Context: an optimization exercise on an open-source flow, tuned for small area. The choices shown serve that exercise and are no tape-out recipe. In this exercise RTL edits were held to simulation tests only and were not proved equivalent to the original. Power and IR drop assume default switching activity.

==> flow/design.v <==
module bms_aoi222 (
    input  wire [2:0] a,
    input  wire [2:0] b,
    output wire       y
);
    assign y = ~|(a & b);
endmodule
module bms_module (
    input  wire        clk,
    input  wire        rst,           
    input  wire        line_in,       
    output reg         line_out,      
    output reg         line_oe,
    input  wire [15:0] meas0,
    input  wire [15:0] meas1,
    input  wire [15:0] meas2,
    input  wire [15:0] meas3,
    input  wire [15:0] meas4,
    input  wire [31:0] ver_sw,
    input  wire [15:0] ver_hw,
    input  wire [31:0] ver_sn,
    output wire [7:0]  my_addr,
    output reg         cmd_valid,
    output wire [7:0]  cmd_addr,
    output wire [2:0]  cmd_op,
    output wire [10:0] cmd_arg,
    output wire        cmd_bcast
);
    localparam BCAST      = 8'hAA;
    localparam OP_GETDATA = 3'd0;
    localparam OP_SETADDR = 3'd1;
    localparam OP_SHUNTON = 3'd2;
    localparam OP_VERSION = 3'd3;
    localparam OP_RESV    = 3'd4;
    localparam OP_ADDRMODE= 3'd5;
    localparam T_GET  = 2'd0;
    localparam T_VER  = 2'd1;
    localparam T_FWD  = 2'd2;
    localparam T_NONE = 2'd3;        
    reg        pol;
    reg        line_prev;
    wire       lvl = (line_in == pol);
    reg        rx_on;                 
    reg        tx_busy;
    reg  [3:0] clk_cnt;               
    reg  [3:0] bitc;                  
    reg        pend;                  
    wire clk_run  = rx_on | tx_busy;
    wire tick     = clk_run && (clk_cnt == 4'd15);
    wire rx_tick  = tick && !tx_busy;
    wire tx_tick  = tick && tx_busy;
    wire b_start = (bitc == 4'd15);
    wire b_stop  = (bitc == 4'd8);
    wire b_data  = !bitc[3];
    reg [10:0] dw0, dw1;
    reg  [3:0] sy;
    reg        pa;
    reg        er0, er1;
    reg        nz;
    reg  [2:0] rx_count;
    reg        rx_len4;
    reg        frame_complete;
    function is_data_pos(input [3:0] p);
        is_data_pos = (p != 4'd0) && (p != 4'd1) && (p != 4'd2) && (p != 4'd4) && (p != 4'd8);
    endfunction
    wire       cnt4   = rx_count[2];
    wire [3:0] cpos   = {rx_count[0], bitc[2:0]} + 4'd1;      
    wire       rx_dat = rx_tick && b_data && !cnt4;
    wire       up0    = rx_dat && !rx_count[1];
    wire       up1    = rx_dat &&  rx_count[1];
    wire       is_brk = rx_tick && b_stop && !nz && !lvl;
    wire       w_end  = rx_tick && b_stop && !is_brk && rx_count[0];    
    wire       clr    = rst || is_brk || w_end;
    wire       w_err  = (sy == 4'd0) ? pa : ~pa;
    wire [3:0] sadd   = lvl ? cpos : 4'd0;
    wire       rot    = rx_on && b_stop && rx_count[0] && is_data_pos(clk_cnt);
    wire       rot0   = rot && !rx_count[1];
    wire       rot1   = rot &&  rx_count[1];
    always @(posedge clk) begin
        if (clr) begin
            sy <= 4'd0;
            pa <= 1'b0;
        end else if (rx_dat) begin
            sy <= sy ^ sadd;
            pa <= pa ^ lvl;
        end
        if (w_end && !rx_count[1]) er0 <= w_err;
        if (w_end &&  rx_count[1]) er1 <= w_err;
    end
    always @(posedge clk) begin
        if (up0 && is_data_pos(cpos)) dw0 <= {dw0[9:0], lvl};
        if (up1 && is_data_pos(cpos)) dw1 <= {dw1[9:0], lvl};
        if (rot0) dw0 <= {dw0[9:0], dw0[10] ^ (sy == clk_cnt)};
        if (rot1) dw1 <= {dw1[9:0], dw1[10] ^ (sy == clk_cnt)};
    end
    reg  [5:0]  addr;
    assign my_addr = {2'b00, addr};
    wire [10:0] d0   = dw0;
    wire [10:0] d1   = dw1;
    wire        err0 = er0;
    wire        err1 = er1;
    wire [7:0]  c_addr = d0[10:3];
    wire [2:0]  c_op   = d0[2:0];
    wire        c_wide = (c_op == OP_SETADDR) || (c_op == OP_SHUNTON);
    wire [10:0] c_arg  = c_wide ? d1 : 11'd0;
    wire recv_cond = !pend && !tx_busy && !rx_tick && (rx_count >= 3'd2) &&
                     (rx_len4 || frame_complete);
    wire need_more = !err0 && c_wide && !cnt4;
    wire dec_ok    = !err0 && (!c_wide || (cnt4 && !err1));
    wire c_bcast   = (c_addr == BCAST);
    wire c_match   = (c_op != OP_RESV) && (c_bcast || (c_addr != 8'd0 && c_addr == my_addr));
    wire deliver   = recv_cond && dec_ok && c_match;
    wire claim     = (addr == 6'd0) && (d1[10:6] == 5'd0) && (d1[5:0] != 6'd0);
    assign cmd_addr  = c_addr;
    assign cmd_op    = c_op;
    assign cmd_arg   = c_arg;
    assign cmd_bcast = c_bcast;
    reg  [1:0]  rtype;
    reg  [3:0]  tx_byte;
    reg  [15:0] crc;
    reg  [79:0] body;
    function [15:0] ham_enc(input [10:0] d);
        reg p1, p2, p4, p8, q;
        begin
            p1 = d[10] ^ d[9] ^ d[7] ^ d[6] ^ d[4] ^ d[2] ^ d[0];
            p2 = d[10] ^ d[8] ^ d[7] ^ d[5] ^ d[4] ^ d[1] ^ d[0];
            p4 = d[9]  ^ d[8] ^ d[7] ^ d[3] ^ d[2] ^ d[1] ^ d[0];
            p8 = d[6]  ^ d[5] ^ d[4] ^ d[3] ^ d[2] ^ d[1] ^ d[0];
            q  = p1 ^ p2 ^ p4 ^ p8 ^ (^d);
            ham_enc = {q, d[0], d[1], d[2], d[3], d[4], d[5], d[6], p8,
                       d[7], d[8], d[9], p4, d[10], p2, p1};
        end
    endfunction
    localparam [15:0] FWD_W0 = 16'h45A4;    
    wire [15:0] fwd_w1 = ham_enc({5'd0, addr} + 11'd1);
    wire is_get = (rtype == T_GET);
    wire is_ver = (rtype == T_VER);
    wire is_fwd = (rtype == T_FWD);
    wire [2:0]  bidx = clk_cnt[3] ? bitc[2:0] : ~clk_cnt[2:0];
    wire [3:0]  bsel = {tx_byte[0], bidx};
    wire [15:0] bs;
    genvar gi;
    generate
        for (gi = 0; gi < 16; gi = gi + 1) begin : g_bs
            assign bs[gi] = (bsel == gi);
        end
    endgenerate
    wire [15:0] fw [0:5];
    assign fw[0]  = body[15:0];
    assign fw[1]  = body[31:16];
    assign fw[2]  = body[47:32];
    assign fw[3]  = body[63:48];
    assign fw[4]  = body[79:64];
    assign fw[5]  = crc;
    wire [8:0] wb;
    genvar gw, gj;
    generate
        for (gw = 0; gw < 6; gw = gw + 1) begin : g_w
            wire [4:0] n;
            for (gj = 0; gj < 5; gj = gj + 1) begin : g_a
                bms_aoi222 u_ao (.a(fw[gw][3*gj +: 3]), .b(bs[3*gj +: 3]), .y(n[gj]));
            end
            assign wb[gw] = ~&n | (fw[gw][15] & bs[15]);
        end
    endgenerate
    wire [3:0] fn;
    bms_aoi222 u_ao_f0 (.a({fwd_w1[3], fwd_w1[1:0]}),  .b({bs[3], bs[1:0]}),  .y(fn[0]));
    bms_aoi222 u_ao_f1 (.a(fwd_w1[9:7]),               .b(bs[9:7]),           .y(fn[1]));
    bms_aoi222 u_ao_f2 (.a(fwd_w1[12:10]),             .b(bs[12:10]),         .y(fn[2]));
    bms_aoi222 u_ao_f3 (.a(fwd_w1[15:13]),             .b(bs[15:13]),         .y(fn[3]));
    assign wb[6] = ~&fn;
    wire [1:0] an;
    bms_aoi222 u_ao_a0 (.a(addr[2:0]), .b(bs[10:8]),  .y(an[0]));
    bms_aoi222 u_ao_a1 (.a(addr[5:3]), .b(bs[13:11]), .y(an[1]));
    assign wb[7] = ~&an;
    wire fb0 = |(FWD_W0 & bs);
    wire [2:0] wsel = tx_byte[3:1];
    wire [8:0] ws;
    assign ws[0]  = (wsel == 3'd1);
    assign ws[1]  = (wsel == 3'd2);
    assign ws[2]  = (wsel == 3'd3);
    assign ws[3]  = (wsel == 3'd4);
    assign ws[4]  = (wsel == 3'd5) && !is_fwd;
    assign ws[5]  = (wsel == 3'd6) && !is_fwd;
    assign ws[6]  = (wsel == 3'd6) && is_fwd;
    assign ws[7]  = (wsel == 3'd0);
    assign ws[8]  = (wsel == 3'd5) && is_fwd;
    assign wb[8]  = fb0;
    wire [2:0] wn;
    generate
        for (gj = 0; gj < 3; gj = gj + 1) begin : g_ws
            bms_aoi222 u_ao (.a(wb[3*gj +: 3]), .b(ws[3*gj +: 3]), .y(wn[gj]));
        end
    endgenerate
    wire cbit = ~&wn;
    wire       tx_bitval = b_start ? 1'b0 : b_stop ? 1'b1 : cbit;
    wire crc_tx  = tx_busy && (bitc == 4'd0) && !clk_cnt[3] && !(tx_byte[3] && tx_byte[2]);
    wire ready   = crc[12] && crc[5] && !crc[8];
    wire load    = cmd_valid && (rtype != T_NONE);
    wire crc_fb  = crc[15] ^ (cbit & tx_busy);
    wire send_now = pend && ready && !tx_busy && !rx_on;
    wire edge_evt = line_prev && !lvl && !rx_on && !tx_busy && !send_now;
    always @(posedge clk) begin
        if (rst) begin
            pol            <= line_in;
            line_prev      <= 1'b1;
            rx_on          <= 1'b0;
            tx_busy        <= 1'b0;
            pend           <= 1'b0;
            rx_count       <= 3'd0;
            rx_len4        <= 1'b0;
            frame_complete <= 1'b0;
            line_oe        <= 1'b0;
            addr           <= 6'd0;
            cmd_valid      <= 1'b0;
        end else begin
            line_prev <= lvl;
            cmd_valid <= 1'b0;
            if (load)
                pend <= 1'b1;
            if (edge_evt) begin
                rx_on   <= 1'b1;
                clk_cnt <= 4'd8;
                bitc    <= 4'd15;
            end else if (send_now) begin
                tx_busy <= 1'b1;
                pend    <= 1'b0;
                clk_cnt <= 4'd0;
                bitc    <= 4'd15;
                tx_byte <= is_get ? 4'd1 : is_ver ? 4'd2 : 4'd10;
            end else begin
                clk_cnt <= clk_cnt + 4'd1;
                if (tick)
                    bitc <= b_stop ? 4'd15 : bitc + 4'd1;
            end
            if (rx_tick) begin
                if (b_start) begin
                    nz <= 1'b0;
                end else if (b_data) begin
                    nz <= nz | lvl;
                end else begin
                    if (!nz && !lvl) begin
                        rx_count       <= 3'd0;
                        frame_complete <= 1'b0;
                    end else if (!cnt4) begin
                        rx_count <= rx_count + 3'd1;
                        if (rx_count[0] && (rx_count[1] == rx_len4))
                            frame_complete <= 1'b1;
                    end
                    rx_on <= 1'b0;
                end
            end
            if (tx_tick) begin
                if (tx_byte != 4'd14) begin
                    line_oe  <= 1'b1;
                    line_out <= tx_bitval ? pol : ~pol;
                    if (b_stop) tx_byte <= tx_byte + 4'd1;
                end else if (b_start) begin
                    line_oe  <= 1'b1;
                    line_out <= pol;
                end else begin
                    line_oe  <= 1'b0;
                    tx_busy  <= 1'b0;
                end
            end
            if (send_now)
                crc <= 16'd0;
            else if (load)
                crc <= is_get ? 16'h0040 : is_ver ? 16'h0080 : 16'hC4CC;
            if (load)
                body <= is_ver ? {ver_sn, ver_hw, ver_sw} : {meas4, meas3, meas2, meas1, meas0};
            else if (crc_tx || (pend && !ready))
                crc <= {crc[14:0], 1'b0} ^ (crc_fb ? 16'h1021 : 16'h0000);
            if (recv_cond) begin
                frame_complete <= 1'b0;
                rx_len4        <= need_more;
                if (deliver) begin
                    cmd_valid <= 1'b1;
                    rtype     <= T_NONE;
                    case (c_op)
                        OP_GETDATA: rtype <= T_GET;
                        OP_VERSION: rtype <= T_VER;
                        OP_SETADDR: begin
                            if (claim) begin
                                addr  <= d1[5:0];
                                rtype <= T_FWD;
                            end
                        end
                        OP_ADDRMODE: addr <= 6'd0;
                        default: ;
                    endcase
                end
            end
        end
    end
endmodule
==> flow/flow/run.sh <==
#!/bin/bash
# The standard layout (standard synthesis, ORFS steps), with every port
# buffered by the smallest buffer instead of the default pick, the
# synthesized gates taken down to their smallest drive strength and the
# synthesis buffers removed after floorplan (later repair steps upsize or
# buffer where needed), and a clock tree without dummy loads.
set -euo pipefail
export BUFFER_PORTS_ARGS="-buffer_cell sky130_fd_sc_hd__buf_1"
export POST_FLOORPLAN_TCL="$PWD/flow/downsize.tcl"
export CTS_ARGS="-sink_clustering_enable -repair_clock_nets -buf_list sky130_fd_sc_hd__clkbuf_8 -dont_use_dummy_load"
bash standard.sh > standard_flow.log 2>&1
==> flow/flow/downsize.tcl <==
# Swap each combinational cell for the smallest cell of the same family
# (same name but the drive-strength suffix), e.g. nor4_2 -> nor4_1.
# Flip-flops are left alone; later repair steps upsize where needed.
set ds_count 0
set ds_saved 0.0
foreach inst [get_cells *] {
  set m [get_property $inst ref_name]
  if {![regexp {^(sky130_fd_sc_hd__[a-z0-9]+)_([0-9]+)$} $m -> base drv]} { continue }
  if {[regexp {^sky130_fd_sc_hd__(s?e?dfx|dfr|dfs|dfb|edf|sdf|sedf|dl|tap|fill|decap|conb|diode|clk)} $base]} { continue }
  set best $m
  set best_area [get_property [get_lib_cells */$m] area]
  foreach d {0 1 2} {
    set cand ${base}_$d
    set lc [get_lib_cells -quiet */$cand]
    if {$lc == ""} { continue }
    if {[get_property $lc dont_use]} { continue }
    set a [get_property $lc area]
    if {$a < $best_area} { set best $cand; set best_area $a }
  }
  if {$best != $m} {
    set old_area [get_property [get_lib_cells */$m] area]
    replace_cell $inst [get_lib_cells */$best]
    incr ds_count
    set ds_saved [expr {$ds_saved + $old_area - $best_area}]
  }
}
puts "downsize: $ds_count cells, [format %.1f $ds_saved] um2"
# The synthesis buffers go now too (timing-driven placement, which would
# remove them, is off).
remove_buffers
==> flow/standard.sh <==
#!/bin/bash
# synth_recipe.tcl (not shown) runs the flow's synth.tcl, then flattens the netlist and writes it again
# the make line also repeats each setting of config.mk as NAME=value (left out here)
make -C /OpenROAD-flow-scripts/flow DESIGN_CONFIG=/design/flow/config.mk WORK_HOME=/design/flow/orfs CLKGATE_MAP_FILE= SYNTH_SCRIPT=/design/flow/synth_recipe.tcl "${@:-finish}"
==> flow/config.mk <==
export PLATFORM = sky130hd
export DESIGN_NAME = bms_module
export DESIGN_NICKNAME = bms_module
export VERILOG_FILES = /design/flow/design.v
export SDC_FILE = /design/flow/constraint.sdc
export NUM_CORES = 4
export LEC_CHECK = 0
export CAP_MARGIN = 10
export CORE_MARGIN = 2
export CORE_UTILIZATION = 60
export GPL_TIMING_DRIVEN = 0
export PLACE_DENSITY = 0.8
export SLEW_MARGIN = 10
export SYNTH_HIERARCHICAL = 1
==> flow/constraint.sdc <==
create_clock -name core_clock -period 10.0 [get_ports {clk}]
set_input_delay 2.0000 -clock core_clock [delete_from_list [all_inputs] [get_ports {clk}]]
set_output_delay 2.0000 -clock core_clock [all_outputs]
set_load 0.01 [all_outputs]
==> summary.txt, run 1 <==
Worst setup path
  – Reg2reg path depth: 15
  – Crit. End Element: flip-flop
  – Critical path's slowest cell: clkinv_1
  – Capturing point of the worst reg2reg path: crc[12]
  – WP data required: 10.31 ns
  – Startpoint types: input pin
  – WP buf/inv: 2
  – R2R Setup Slk: 5.80 ns
  – Setup CP Type: input pin to flip-flop
  – Crit path max-delay family: buffers and inverters
  – WP data arrival: between 4 and 5 ns
  – Crit-path max FO: 32
  – Cell chain of the critical path: buf_1 -> clkinv_1 -> o31ai_1 -> nor2_1
  – Worst path max stage delay: 1.25 ns
  – Critical R2R Launch: addr[0]

Clock tree
  – Post-CTS setup buffers: 0
  – CTS clock-pin slew for the worst setup and hold paths: 0.08 ns
  – Num CTS Buffers: 17
  – Post_cts resized: 0
  – TritonCTS clock tree: built
  – Clk sinks: ~160
  – Clk buf depth: 2
  – Clock Latency Late Sink: ~0.46 ns
  – Hold Buf Count CTS: 0
  – H-tree depth: 4
  – Root Driver: clkbuf_8

Route
  – Initial detailed-routing violation count: a little under 700
  – Pre-Repair DR Iteration Count: 8
  – Routed Antenna Nets: 0
  – Post-route DRC: 0
  – Total number of vias: between 6000 and 7000
  – Total wire length: between 20000 and 25000 µm
  – Via density: 6.20
  – Routed wire per std cell: 19.5 µm

Synthesis
  – Leading post-synthesis cells by instance count: edfxtp_1 (137), mux2_2 (80), nor2_1 (66)
  – Most common cell in the netlist: edfxtp_1
  – Yosys top cell by area: edfxtp_1
  – Avg Synthesized Cell Area: 12.1 µm²
  – Area contributors post-synth: edfxtp_1 (49%), mux2_2 (11%), dfxtp_1 (5.3%)
  – Post-synth EDFFs: 137
  – Synth Register Bits: 159
  – Synth top area share: 0.491
  – Cell count after synthesis: between 600 and 700
  – Number of distinct library cells after synthesis: 64
  – Asr flop ratio synth: 0
  – Post-synthesis cell area: 0.00838 mm²
  – Seq/Total Area, Yosys: 0.543
  – Synth Flop Type: edfxtp_1
  – Syn. warnings: 7

GRT
  – Gr usage total: 0.285
  – Vias in the first global route: 6477
  – Largest net degree at the start of global routing: 40
  – First-pass GRT wire length: 32300 µm
  – Initial antenna violation count: 0
  – Total gr overflow: 0

Pwr
  – Total power: 1260 µW
  – Pwr Density: ~130 mW/mm²
  – Worst ir drop on vdd: 102 µV
  – Leakage: 0.00314 µW

Min path
  – Hold Path Origin: line_oe
  – Hold path cells: 1
  – Worst hold path class: flip-flop to flip-flop
  – Hold Path Sink: line_oe

Die
  – Chip height: 122 µm
  – Core Region: ~0.014 mm²
  – Num rows: 43
  – I/O Pins: 197
  – Initial Util: 0.609
  – Die extent in x: 122 µm
  – Full die area: between 0.01 and 0.015 mm²

Finish
  – Share of cells above drive strength 1: 0.120
  – N_diodes: 0
  – Layout Cell Area excl Fill: 0.00945 mm²
  – Area grow syn2layout: 12.7%
  – Final net count: ~1100

Timing
  – Setup TNS: 0 ns
  – Min Tclk post-route: about 4.3 ns
  – Slew Limit Fails: 0
  – Final setup viols: 0
  – Slew @ Worst Pin: 1.20 ns
  – Max frequency: 232 MHz
  – Clock skew: around 0.023 ns
  – Fin worst setup slack: 5.68 ns
  – Fin. Hold Viols: 0
  – RSZ-0062 raised after global routing: no
  – Worst rel slew slack: 0.195
  – Worst Hold Margin: 0.452 ns
  – Final period util: 0.432

Placement
  – DP Worst Slack: 5.27 ns
  – Dpl cell area: approximately 0.0092 mm²
  – Placed wire-length estimate: 15300 µm
  – Final GP Congestion: around 0.94
  – Port Buffer Count: 194

Run status
  – Status: complete, no violations

Flow run
  – MaxCap Viol Count: 0
[Yosys stat by module, one instance, submodules excluded]
module,flip-flops and latches,times used,area [µm²],cells
bms_module,159,1,7990,651
bms_aoi222,0,39,10.0,1
[where the power goes]
group,internal [µW],switching [µW]
combinational,71.2,92.8
clock,150,199
sequential,732,18.1
total,953,310
[layout by cell type (no fill, tap or decap), types with 4 or more instances in the layout]
| cell type | instances |
|---|---|
| nand3_1 | 13 |
| mux2_2 | 80 |
| inv_1 | 18 |
| nand2b_1 | 6 |
| nor2b_1 | 8 |
| nor4_1 | 5 |
| a222oi_1 | 39 |
| buf_12 | 4 |
| dfxtp_1 | 22 |
| and2_1 | 18 |
| o31ai_1 | 5 |
| edfxtp_1 | 137 |
| buf_1 | 194 |
| nand3b_1 | 4 |
| nor2_1 | 65 |
| a22oi_1 | 12 |
| o21ai_0 | 17 |
| xnor2_1 | 27 |
| mux2i_1 | 6 |
| nor3b_1 | 6 |
| or4_1 | 4 |
| and3_1 | 10 |
| ha_1 | 12 |
| nand2_1 | 45 |
| clkbuf_8 | 17 |
| nand4_1 | 12 |
| a21oi_1 | 13 |
| xor2_1 | 18 |
| nor3_1 | 11 |
[sequential cells by signal (all words and copies together) (netlist names), 4 cells and up]
register	flops
sy	4
dw1	11
clk_cnt	4
addr	6
tx_byte	4
dw0	11
crc	16
body	80
bitc	4
[how the worst max path moves through the flow]
stage | startpoint | end | slack [ns] | depth (start not counted)
floorplan | rst | body[0] | 3.92 | 2
finish | rst | sy[1] | 5.68 | 4
global route | rst | sy[2] | 5.56 | 4
detailed placement | rst | sy[2] | 5.27 | 4
global placement | rst | body[3] | 2.64 | 2
CTS | rst | sy[2] | 5.76 | 4
[final cells by class]
| cell class | count | area (µm²) |
|---|---|---|
| timing repair buffer | 198 | 808 |
| sequential | 159 | 4550 |
| fill | 1045 | 4320 |
| tap | 180 | 225 |
| inverter | 19 | 71.3 |
| multi-input combinational | 480 | 3560 |
| clock buffer | 17 | 234 |
[layer usage]
metal  vias up  GRT usage  share of wire
met5         -          0              0
met4         0     0.0977          0.023
met3        47     0.0702          0.089
met2       383      0.511           0.52
met1      3100      0.333           0.37
li1       3001          -              -
[per-stage QoR]
step	std cells	util
2_1_floorplan	691	-
3_3_place_gp	1032	0.662
3_5_place_dp	1036	0.669
4_1_cts	1053	0.686
5_1_grt	1053	0.686
6_report	1053	0.686
[logic make-up after synthesis]
family,count (synthesis),share of synthesized area
XOR/XNOR,47,0.0527
adder cells (fa/ha/maj),13,0.0191
other,1,0.000447
multiplexers,86,0.115
flip-flops,159,0.543
buffers and inverters,52,0.0261
AND/OR/NAND/NOR,218,0.132
AO/OA/AOI/OAI,114,0.112
==> inputs of run 2 (changes only) <==
==> flow/flow/run.sh (replaced) <==
#!/bin/bash
# The standard layout (standard synthesis, ORFS steps), with every port
# buffered by the smallest buffer instead of the default pick, the
# synthesized gates taken down to their smallest drive strength after
# floorplan (later repair steps upsize where needed), and a clock tree
# without dummy loads.
set -euo pipefail
export BUFFER_PORTS_ARGS="-buffer_cell sky130_fd_sc_hd__buf_1"
export POST_FLOORPLAN_TCL="$PWD/flow/downsize.tcl"
export CTS_ARGS="-sink_clustering_enable -repair_clock_nets -buf_list sky130_fd_sc_hd__clkbuf_8 -dont_use_dummy_load"
bash standard.sh > standard_flow.log 2>&1
--- a/flow/flow/downsize.tcl
+++ b/flow/flow/downsize.tcl
@@ -26,5 +26,2 @@
 }
 puts "downsize: $ds_count cells, [format %.1f $ds_saved] um2"
-# The synthesis buffers go now too (timing-driven placement, which would
-# remove them, is off).
-remove_buffers
--- a/flow/config.mk
+++ b/flow/config.mk
@@ -6,9 +6,8 @@
 export NUM_CORES = 4
 export LEC_CHECK = 0
-export CAP_MARGIN = 10
+export CAP_MARGIN = 20
 export CORE_MARGIN = 2
 export CORE_UTILIZATION = 60
-export GPL_TIMING_DRIVEN = 0
 export PLACE_DENSITY = 0.8
-export SLEW_MARGIN = 10
+export SLEW_MARGIN = 20
 export SYNTH_HIERARCHICAL = 1
==> run 2 against run 1 <==
Still clean on timing, DRC and antenna. Critical path depth unchanged. Cell count is essentially flat. Synthesized cell count stayed put. Combinational power about the same. Clock skew decreased by 0.0048 ns. Clock-buffer cell count did not move. Hold slack better by 0.022 ns. First-iteration DRC count up 34%. Power about the same. Sequential cell count did not move. Register-to-register slack better by 0.34 ns. Design area decreased by 0.38%.
==> summary.txt, run 2 <==
Route
  – Initial detailed-routing violation count: 907
  – Routed Antenna Nets: 0
  – Pre-Repair DR Iteration Count: 11
  – Routed wire per std cell: 20.0 µm
  – Total wire length: 21100 µm
  – Post-route DRC: 0
  – Total number of vias: 6554
  – Via density: around 6.2

Die
  – Initial Util: 0.609
  – Full die area: approximately 0.015 mm²
  – Die extent in x: approximately 120 µm
  – Num rows: 43
  – Core Region: between 0.01 and 0.015 mm²
  – I/O Pins: 197
  – Chip height: 122 µm

Synthesis
  – Synth Register Bits: 159
  – Post-synthesis cell area: roughly 0.0084 mm²
  – Seq/Total Area, Yosys: 0.543
  – Synth Flop Type: edfxtp_1
  – Avg Synthesized Cell Area: between 10 and 15 µm²
  – Asr flop ratio synth: 0
  – Number of distinct library cells after synthesis: 64
  – Post-synth EDFFs: 137
  – Most common cell in the netlist: edfxtp_1
  – Leading post-synthesis cells by instance count: edfxtp_1 (137), mux2_2 (80), nor2_1 (66)
  – Area contributors post-synth: edfxtp_1 (49%), mux2_2 (11%), dfxtp_1 (5.3%)
  – Yosys top cell by area: edfxtp_1
  – Cell count after synthesis: between 600 and 700
  – Synth top area share: 0.491
  – Syn. warnings: 7

GRT
  – First-pass GRT wire length: 32500 µm
  – Vias in the first global route: 6465
  – Largest net degree at the start of global routing: 81
  – Total gr overflow: 0
  – Initial antenna violation count: 0
  – Gr usage total: 0.289

Worst setup path
  – Reg2reg path depth: 15
  – Worst path max stage delay: approximately 0.5 ns
  – Setup crit start: dw0[1]
  – Crit-path max FO: 12
  – WP data required: ~8.0 ns
  – Capturing point of the worst reg2reg path: crc[5]
  – Critical R2R Launch: addr[0]
  – Crit. End Element: output port
  – Setup CP Type: flip-flop to output port
  – Cell chain of the critical path: xnor2_1 -> nor2_1 -> and2_1 -> buf_1
  – WP data arrival: roughly 2.0 ns
  – Startpoint types: flip-flop
  – R2R Setup Slk: roughly 6 ns
  – Critical path's slowest cell: edfxtp_1

Timing
  – Clock skew: 0.0177 ns
  – Worst rel slew slack: 0.338
  – Final period util: 0.400
  – Fin. Hold Viols: 0
  – RSZ-0062 raised after global routing: no
  – Setup TNS: 0 ns
  – Slew @ Worst Pin: 0.993 ns
  – Min Tclk post-route: around 4 ns
  – Max frequency: 250 MHz
  – Slew Limit Fails: 0
  – Final setup viols: 0

Finish
  – Final net count: 1051
  – N_diodes: 0
  – Fillers: 1023
  – Share of cells above drive strength 1: 0.121
  – Largest Register: body
  – Max reg flops: 80
  – Most frequent cells in the layout: buf_1 (194), edfxtp_1 (137), mux2_2 (80)
  – Area grow syn2layout: 12.3%
  – Regs by FF count: body (80), crc (16)
  – Fin cells: 1054
  – Most common cell after layout, fill and taps aside: buf_1

Clock tree
  – Num CTS Buffers: 17
  – CTS clock-pin slew for the worst setup and hold paths: 0.06 ns
  – H-tree depth: 4
  – Clock Latency Late Sink: 0.46 ns
  – Post_cts resized: 0
  – Post-CTS setup buffers: 0
  – Root Driver: clkbuf_8
  – Clk sinks: about 160
  – Hold Buf Count CTS: 0
  – Clk buf depth: 2
  – TritonCTS clock tree: built

Run status
  – Status: complete, no violations

Placement
  – Cell count after placement: 1037
  – Port Buffer Count: 194
  – Final GP Congestion: 0.959
  – Placed wire-length estimate: between 15000 and 20000 µm

Min path
  – Hold Path Sink: dw1[9]
  – Hold Path Origin: dw1[8]
  – Worst hold path class: flip-flop to flip-flop
  – Hold path cells: 0

Pwr
  – Pwr Density: between 100 and 150 mW/mm²
  – Total power: 1260 µW
  – Worst ir drop on vdd: about 96 µV
  – Leakage: between 0.003 and 0.004 µW

Flow run
  – MaxCap Viol Count: 0
[run 2: cell counts after synthesis]
No cell type changed its count.
[run 2: cell type report]
class / count / area [µm²] / area share
Multi-Input combinational cell: 480 / 3560 / 0.378
Tap cell: 180 / 225 / 0.0239
Sequential cell: 159 / 4550 / 0.484
Timing Repair Buffer: 199 / 773 / 0.0821
Inverter: 19 / 71.3 / 0.00757
Clock buffer: 17 / 234 / 0.0249
[run 2: per-layer routing]
metal  track usage  part of all wire
met5             0                 0
met4         0.136             0.036
met3        0.0538             0.086
met2         0.491              0.50
met1         0.358              0.38
[run 2: cells by family after synthesis]
| group | Yosys count | share of synthesized area |
|---|---|---|
| adders and majority gates | 13 | 0.0191 |
| DFF | 159 | 0.543 |
| and+or+nand+nor | 218 | 0.132 |
| muxes | 86 | 0.115 |
| other | 1 | 0.000447 |
| buffers and inverters | 52 | 0.0261 |
| xor gates and xnor gates | 47 | 0.0527 |
| AOI/OAI and AO/OA | 114 | 0.112 |
[run 2: how the worst max path moves through the flow]
stage | end | slack [ns] | cells past startpoint
finish | cmd_arg[10] | 6.00 | 4
floorplan | body[0] | 3.92 | 2
global placement | sy[0] | 6.04 | 5
CTS | cmd_arg[10] | 6.00 | 4
detailed placement | crc[12] | 6.19 | 15
global route | crc[5] | 5.78 | 15
[run 2: through the flow]
step | setup WS (ns) | hold WS, ns | cell area (µm²) | utilization
detailed placement | 6.19 | 0.451 | 9180 | 0.667
finish | 6.00 | 0.473 | 9420 | 0.684
CTS | 6.00 | 0.477 | 9420 | 0.684
global placement | 6.04 | 0.436 | 9170 | 0.666
global route | 5.78 | 0.490 | 9420 | 0.684
floorplan | 3.92 | 0.432 | 8390 | -
[run 2: critical path: cells and delay by family, from the launching register on]
kind	cells	cell delay, ns
XOR/XNOR	1	0.21
buffers and inverters	1	0.15
flip-flops	1	0.50
AND/OR/NAND/NOR	2	0.69
[run 2: report_power, final]
group	total (µW)	switching, µW	leakage [µW]	internal [µW]
Clock	346	196	0.000122	150
Combinational	165	93.3	0.00158	71.9
Sequential	751	18.8	0.00143	732
[run 2: modules after synthesis, one instance, submodules excluded]
module / flops+latches / times used / cell area, µm²
bms_aoi222: 0 / 39 / 10.0
bms_module: 159 / 1 / 7990

## port drivers added, routing unchanged
Ports are ideal in the flow. The routed layouts listed here were re-timed in OpenROAD. Step 1: set_driving_cell puts a clkbuf_16 on clk and a buf_2 on each other input, an assumption about the parent block. Step 2 adds t to the input delays and takes it off the output delays; t is the mean of the earliest and latest rising clock arrival at the registers after step 1. Input paths then give back, and output paths get back, about the clock's delay inside the block. a / b / c = no drivers / after step 1 / after step 2; a / b = the first two.
| run | shift t [ns] | setup slack, ns | worst hold slack (ns) | clock arrival spread, ns | slew at the worst register clock pin (ns) |
|---|---|---|---|---|---|
| run 1 | 0.480 | 5.683 / 5.689 / 5.210 | 0.452 / 0.452 / 0.452 | 0.023 / 0.023 | 0.08 / 0.08 |
| run 2 | 0.483 | 5.998 / 5.961 / 6.137 | 0.473 / 0.473 / 0.473 | 0.029 / 0.028 | 0.08 / 0.08 |
After both steps every run listed still meets setup and hold. For run 1, which loses most, drivers alone change the setup slack by +0.006 ns; drivers and shift together by -0.473 ns.
